Context: an optimization exercise on an open-source flow, tuned for small area, a short achievable clock period and few clock cycles per item. The choices shown serve that exercise and are no tape-out recipe.
Function was checked by simulation only, so behaviour that the tests miss may differ from the original.

**design.v**
```verilog
module tpaq_squash (
    input  wire signed [14:0] d,
    output reg         [11:0] p
);
    function [11:0] sqt;
        input [5:0] k;
        begin
            case (k)
                6'd0:  sqt = 12'd1;
                6'd1:  sqt = 12'd2;
                6'd2:  sqt = 12'd3;
                6'd3:  sqt = 12'd6;
                6'd4:  sqt = 12'd10;
                6'd5:  sqt = 12'd16;
                6'd6:  sqt = 12'd27;
                6'd7:  sqt = 12'd45;
                6'd8:  sqt = 12'd73;
                6'd9:  sqt = 12'd120;
                6'd10: sqt = 12'd194;
                6'd11: sqt = 12'd310;
                6'd12: sqt = 12'd488;
                6'd13: sqt = 12'd747;
                6'd14: sqt = 12'd1101;
                6'd15: sqt = 12'd1546;
                6'd16: sqt = 12'd2047;
                6'd17: sqt = 12'd2549;
                6'd18: sqt = 12'd2994;
                6'd19: sqt = 12'd3348;
                6'd20: sqt = 12'd3607;
                6'd21: sqt = 12'd3785;
                6'd22: sqt = 12'd3901;
                6'd23: sqt = 12'd3975;
                6'd24: sqt = 12'd4024;
                6'd25: sqt = 12'd4050;
                6'd26: sqt = 12'd4068;
                6'd27: sqt = 12'd4079;
                6'd28: sqt = 12'd4085;
                6'd29: sqt = 12'd4089;
                6'd30: sqt = 12'd4092;
                6'd31: sqt = 12'd4093;
                default: sqt = 12'd4094;
            endcase
        end
    endfunction
    wire        [6:0]  w  = d[6:0];
    wire signed [14:0] ds = d >>> 7;
    wire        [5:0]  i  = ds[5:0] + 6'd16;    
    wire        [19:0] lo = sqt(i) * (8'd128 - {1'b0, w});
    wire        [19:0] hi = sqt(i + 6'd1) * w;
    wire        [19:0] s  = lo + hi + 20'd64;
    always @(*) begin
        if (d > 15'sd2047)
            p = 12'd4095;
        else if (d < -15'sd2047)
            p = 12'd0;
        else
            p = s[18:7];
    end
endmodule
module tpaq_mixer (
    input  wire         clk,
    input  wire         rst,
    input  wire         in_valid,
    output wire         in_ready,
    input  wire [1:0]   in_op,
    input  wire         in_y,
    input  wire [1:0]   in_sel,
    input  wire [103:0] in_p,
    input  wire [3:0]   in_widx,
    input  wire [31:0]  in_wdata,
    output reg          out_valid,
    output reg  [11:0]  out_pr,
    output reg  [31:0]  out_data
);
    localparam OP_BIT = 2'd0, OP_WRITE = 2'd1, OP_READ = 2'd2, OP_INIT = 2'd3;
    localparam S_IDLE = 3'd0, S_ERR = 3'd1, S_UPDW = 3'd2, S_GET = 3'd3,
               S_SQ   = 3'd4, S_EXEC = 3'd5;
    localparam [31:0] W_INIT   = 32'd2048;
    localparam [12:0] LR_BEGIN = 13'd7680;
    localparam [12:0] LR_END   = 13'd1792;
    reg [2:0] state;
    reg [2:0] idx;                        
    assign in_ready = (state == S_IDLE);
    reg [1:0]   op_r;
    reg         y_r;
    reg [1:0]   sel_r;
    reg [103:0] p_r;
    reg [3:0]   widx_r;
    reg [31:0]  wdata_r;
    reg [1:0]   cur;
    reg [103:0] pc;
    reg [11:0]  prc;
    reg signed [31:0] err_r;              
    reg        [31:0] acc;                
    wire [255:0] rec_w    [0:3];
    wire [31:0]  rec_skew [0:3];
    wire [12:0]  rec_lr   [0:3];
    wire       training = (state == S_ERR) || (state == S_UPDW);
    wire [1:0] rd_rec   = training ? cur : sel_r;
    wire [2:0] rd_idx   = (state == S_UPDW || state == S_GET) ? idx : widx_r[2:0];
    wire [255:0] rd_wv   = rec_w[rd_rec];
    wire [31:0]  rd_w    = rd_wv[rd_idx*32 +: 32];
    wire [31:0]  rd_skew = rec_skew[rd_rec];
    wire [12:0]  rd_lr   = rec_lr[rd_rec];
    wire signed [12:0] pc_i = pc[idx*13 +: 13];
    wire signed [12:0] p_i  = p_r[idx*13 +: 13];
    wire signed [31:0] mul_a = (state == S_UPDW) ? err_r : $signed(rd_w);
    wire signed [12:0] mul_b = (state == S_UPDW) ? pc_i : p_i;
    wire signed [31:0] prod  = mul_a * mul_b;                 
    wire signed [13:0] err0  = $signed({1'b0, y_r, 12'd0}) - $signed({2'b00, prc});
    wire signed [27:0] errlr = err0 * $signed({1'b0, rd_lr});
    wire signed [20:0] err_s = errlr >>> 7;                   
    wire signed [31:0] err32 = err_s;
    wire do_init = (state == S_EXEC) && (op_r == OP_INIT);
    wire we_err  = (state == S_ERR) && (err0 != 14'sd0);      
    wire we_updw = (state == S_UPDW);                         
    wire we_wr   = (state == S_EXEC) && (op_r == OP_WRITE);   
    wire signed [31:0] dw = prod >>> 15;
    wire [31:0] upd_w = rd_w + dw;
    genvar r, k;
    generate
        for (r = 0; r < 4; r = r + 1) begin : g_rec
            reg [31:0] w [0:7];
            reg [31:0] skew;
            reg [12:0] lr;
            for (k = 0; k < 8; k = k + 1) begin : g_word
                always @(posedge clk) begin
                    if (rst || do_init)
                        w[k] <= W_INIT;
                    else if (we_updw && cur == r && idx == k)
                        w[k] <= upd_w;
                    else if (we_wr && sel_r == r && widx_r == k)
                        w[k] <= wdata_r;
                end
                assign rec_w[r][32*k +: 32] = w[k];
            end
            always @(posedge clk) begin
                if (rst || do_init) begin
                    skew <= 32'd0;
                    lr   <= LR_BEGIN;
                end else if (we_err && cur == r) begin
                    skew <= skew + err32;
                    lr   <= (lr > LR_END) ? lr - 13'd1 : lr;
                end else if (we_wr && sel_r == r && widx_r == 4'd8) begin
                    skew <= wdata_r;
                end
            end
            assign rec_skew[r] = skew;
            assign rec_lr[r]   = lr;
        end
    endgenerate
    wire [31:0] rnd = acc + 32'd65536;
    wire signed [14:0] sq_in = rnd[31:17];
    wire [11:0] sq_out;
    tpaq_squash u_squash (.d(sq_in), .p(sq_out));
    reg [31:0] rd_word;
    always @(*) begin
        if (widx_r < 4'd8)
            rd_word = rd_w;
        else if (widx_r == 4'd8)
            rd_word = rd_skew;
        else if (widx_r == 4'd9)
            rd_word = {19'd0, rd_lr};
        else
            rd_word = 32'd0;
    end
    always @(posedge clk) begin
        if (rst) begin
            state     <= S_IDLE;
            idx       <= 3'd0;
            out_valid <= 1'b0;
            out_pr    <= 12'd0;
            out_data  <= 32'd0;
            cur       <= 2'd0;
            pc        <= 104'd0;
            prc       <= 12'd2048;
            err_r     <= 32'sd0;
            acc       <= 32'd0;
            op_r      <= OP_BIT;
            y_r       <= 1'b0;
            sel_r     <= 2'd0;
            p_r       <= 104'd0;
            widx_r    <= 4'd0;
            wdata_r   <= 32'd0;
        end else begin
            out_valid <= 1'b0;
            case (state)
                S_IDLE: begin
                    if (in_valid) begin
                        op_r    <= in_op;
                        y_r     <= in_y;
                        sel_r   <= in_sel;
                        p_r     <= in_p;
                        widx_r  <= in_widx;
                        wdata_r <= in_wdata;
                        state   <= (in_op == OP_BIT) ? S_ERR : S_EXEC;
                    end
                end
                S_ERR: begin
                    err_r <= err32;
                    idx   <= 3'd0;
                    if (err0 == 14'sd0) begin
                        cur   <= sel_r;
                        state <= S_GET;
                    end else begin
                        state <= S_UPDW;
                    end
                end
                S_UPDW: begin
                    idx <= idx + 3'd1;
                    if (idx == 3'd7) begin
                        cur   <= sel_r;
                        state <= S_GET;
                    end
                end
                S_GET: begin
                    acc <= ((idx == 3'd0) ? rd_skew : acc) + prod;
                    idx <= idx + 3'd1;
                    if (idx == 3'd7)
                        state <= S_SQ;
                end
                S_SQ: begin
                    pc        <= p_r;
                    prc       <= sq_out;
                    out_pr    <= sq_out;
                    out_valid <= 1'b1;
                    state     <= S_IDLE;
                end
                default: begin   
                    if (op_r == OP_READ)
                        out_data <= rd_word;
                    if (op_r == OP_INIT) begin
                        cur <= 2'd0;
                        pc  <= 104'd0;
                        prc <= 12'd2048;
                    end
                    out_valid <= 1'b1;
                    state     <= S_IDLE;
                end
            endcase
        end
    end
endmodule
```
**run.sh**
```bash
#!/bin/bash
# synth_recipe.tcl (not shown) runs the flow's synth.tcl, then flattens the netlist and writes it again
# the make line also repeats each setting of config.mk as NAME=value (left out here)
make -C /OpenROAD-flow-scripts/flow DESIGN_CONFIG=/design/flow/config.mk WORK_HOME=/design/flow/orfs CLKGATE_MAP_FILE= SYNTH_SCRIPT=/design/flow/synth_recipe.tcl finish
```
**config.mk**
```make
export PLATFORM = sky130hd
export DESIGN_NAME = tpaq_mixer
export DESIGN_NICKNAME = tpaq_mixer
export VERILOG_FILES = /design/flow/design.v
export SDC_FILE = /design/flow/constraint.sdc
export NUM_CORES = 4
export LEC_CHECK = 0
export CAP_MARGIN = 40
export CORE_MARGIN = 2
export CORE_UTILIZATION = 40
export SLEW_MARGIN = 40
```
**constraint.sdc**
```tcl
create_clock -name core_clock -period 17.0 [get_ports {clk}]
set_input_delay 3.4000 -clock core_clock [delete_from_list [all_inputs] [get_ports {clk}]]
set_output_delay 3.4000 -clock core_clock [all_outputs]
set_load 0.01 [all_outputs]
```
==> impl_results.md <==
* Run status: finished clean
* Total GRT Usage at 0.321
* Skew-Pair Late Insertion Delay at between 0.9 and 1 ns
* Max clock buf depth at 4
* Hold Vio Cnt, Final at 0
* Synth-to-layout area growth at 11.6%
* Cts repair resizes at 0
* Sequential Area at approximately 32000 sq um
* Row count at approximately 190
* Tightest Pin Transition at around 0.98 ns
* Die area at between 200000 and 300000 sq um
* Setup CP Type: reg -> reg
* Syn Inst Count at 13500
* YS warnings at 6
* Share of flip-flops with an asynchronous set or reset at 0
* Top_reg_cell synth: dfxtp_1
* HP Class: reg -> reg
* #FFs+latches synth at around 1600
* Vias in the first global route at between 90000 and 100k
* Max-slew violation count at 0
* Final period utilization at 0.905
* Synth area leaders: dfxtp_1 (29%), fa_1 (11%), nand2_1 (9.4%), a21oi_1 (7.1%), a22oi_1 (5.4%)
* Clock H-tree levels at 4
* Max cap viols at 0
* # clock sinks at between 1500 and 2000
* Layout cell share with drive strength beyond 1 at 0.0854
* Routability cong. at between 0.9 and 1
* DIE WIDTH at approximately 520 microns
* Iter 0 DRT Violations at 14100
* Setup repair bufs after CTS at 0
* CTS Buf Count at between 150 and 200
* Fin worst setup slack at between 1.5 and 2 ns
* Most frequent cell after synthesis: nand2_1
* RSZ-0062 raised after global routing: false
* Leading area contributor after synthesis: dfxtp_1
* DRC viols at 0
* R2R setup slack at approximately 1.6 ns
* DRT Pass-1 Iters at 7
* Sequential-to-total area share from yosys stat at 0.295
* Initial antenna violation count at 19
* Dpl ws at 2.02 ns
* CP max-delay cell: xor3_2
* Via density at 6.21
* Post-Route Setup TNS at 0 ns
* Root buffer cell: clkbuf_16
* Largest net degree at the start of global routing at 134
* Placed wire-length estimate at just under 300000 microns
* Achievable clock frequency at 65.0 MHz
* Critical path endpoint category: flip-flop
* CTS Hold Bufs at 0
* Startpoint Class: flip-flop
* Post-synth top area share at 0.295
* Post-layout minimum cycle time at between 15 and 20 ns
* TritonCTS clock tree: built
* Mean post-synth cell area at between 7 and 8 sq um
* Area of the multi-input gates at between 60000 and 70000 sq um
* Die height at ~520 microns
* Setup Skew at 0.114 ns
* WL final at between 400000 and 500000 microns
* # port buffers at approximately 190
* Nets at roughly 14000
* Synth cell types at slightly below 100
* Clk slew on worst S/H paths at roughly 0.070 ns
* Std-Cell Core Area at roughly 270000 sq um
* Drt wl/cell at 26.8 microns
* First-pass GRT wire length at 661000 microns
* Total gr overflow at 0
* FILL cells at about 26000
* WP data arrival at between 15 and 20 ns
* Total number of vias at 104000
* I/O Pins at just under 200
* Cell area after synthesis at roughly 110000 sq um
* Required time worst endpoint at ~18 ns
* Synthesized Nets at roughly 15000
* Slew margin rel. at 0.344
* Remaining antenna violation count at 0
* CP peak stage delay at a little under 0.8 ns
* Synth top cells by count: nand2_1 (2660), dfxtp_1 (1571), a21oi_1 (1509)
* Setup-failing EPs final at 0
* Initial core utilization at 0.402
* Critical path peak fanout at 37
* Post-synth EDFFs at 0
[logic make-up (layout without fill, tap and decap cells)]
logic type	Yosys count	count (layout)	share of synthesized area
simple gates	4743	4743	0.184
compound gates	3721	3721	0.226
buf+inv	1783	1520	0.0640
flops	1571	1571	0.295
fa+ha+maj	1036	1036	0.162
xor+xnor	342	342	0.0289
mux	270	270	0.0403
other cells	0	9	0
[registers in the layout, indices dropped and copies added (netlist names)]
| name | count |
|---|---|
| acc | 32 |
| cur | 2 |
| err_r | 21 |
| g_rec.lr | 52 |
| g_rec.skew | 128 |
| g_rec.w | 1024 |
| idx | 3 |
| op_r | 2 |
| out_data | 32 |
| out_pr | 12 |
| out_valid | 1 |
| p_r | 104 |
| pc | 104 |
| prc | 12 |
| sel_r | 2 |
| state | 3 |
| wdata_r | 32 |
| widx_r | 4 |
| y_r | 1 |
[path summary, 6_finish.rpt]
kind                    from           endpoint  cells past startpoint
setup / recovery    state[0]  g_rec[3].w[0][31]                     50
hold / removal    out_pr[10]         out_pr[10]                      2
setup reg to reg    state[0]  g_rec[3].w[0][31]                     50
hold reg to reg   out_pr[10]         out_pr[10]                      2
[critical path, delay by kind of cell (launching register included)]
| family | cells | cell delay, ns |
|---|---|---|
| buffers and inverters | 6 | 1.35 |
| XOR/XNOR | 3 | 1.64 |
| adder cells (fa/ha/maj) | 8 | 3.53 |
| AND/OR/NAND/NOR | 13 | 2.46 |
| AO/OA/AOI/OAI | 20 | 5.52 |
| flip-flops | 1 | 0.71 |
[cell usage in the layout, fill, tap and decap left out, types with 192 or more instances in the layout]
| master | count |
|---|---|
| nand3_1 | 288 |
| clkdlybuf4s50_1 | 192 |
| nand2_1 | 2647 |
| fa_1 | 580 |
| inv_1 | 640 |
| nor2_1 | 1060 |
| o21ai_0 | 279 |
| a211oi_1 | 227 |
| buf_4 | 321 |
| dfxtp_1 | 1537 |
| ha_1 | 456 |
| a21oi_1 | 1505 |
| a22oi_1 | 771 |
| xnor2_1 | 216 |
[area by class of cell]
class | instances | area share
Timing Repair Buffer | 556 | 0.0420
Clock buffer | 260 | 0.0450
Antenna cell | 9 | 0.000189
Multi-Input combinational cell | 10100 | 0.585
Tap cell | 3533 | 0.0371
Sequential cell | 1571 | 0.265
Clock inverter | 58 | 0.00570
Inverter | 646 | 0.0204
[metal layers]
layer	vias up	track usage	share of wire
li1	45900	-	-
met4	4	0.193	0.071
met3	1414	0.0820	0.12
met1	50200	0.422	0.39
met5	-	0	0.000065
met2	6382	0.472	0.42
[stage by stage]
step,utilization,instances,cell area [sq um],hold slack [ns]
4_1_cts,0.448,16700,119000,0.448
3_3_place_gp,0.423,16400,112000,0.434
2_1_floorplan,-,13500,107000,0.429
5_1_grt,0.449,16700,119000,0.471
3_5_place_dp,0.425,16400,113000,0.436
6_report,0.449,16700,119000,0.441
Testbench counts, summed over its fixed seeds: cycles 304,000, items 16,000.

[re-timing with driven ports]
The flow's constraints put no driver on any port. The routed layout listed below was extracted and timed again, unchanged, in two steps. Step 1, drivers: a clkbuf_16 drives clk and a buf_2 each remaining input, both assumed. Step 2 moves the port delays by t, midway between the first and last clock arrival at a register: inputs arrive t later, outputs are due t later. That takes back most of the time a late clock gives input paths. a / b / c = ideal / step 1 / step 2; a / b = the first two.
shift t [ns]: 0.967
slack for setup (ns): 1.612 / 1.612 / 1.612
worst register clock-pin slew, ns: 0.07 / 0.07
After both steps this run still meets setup and hold. For this run, drivers alone change the setup slack by 0.000 ns; drivers and shift together by 0.000 ns.
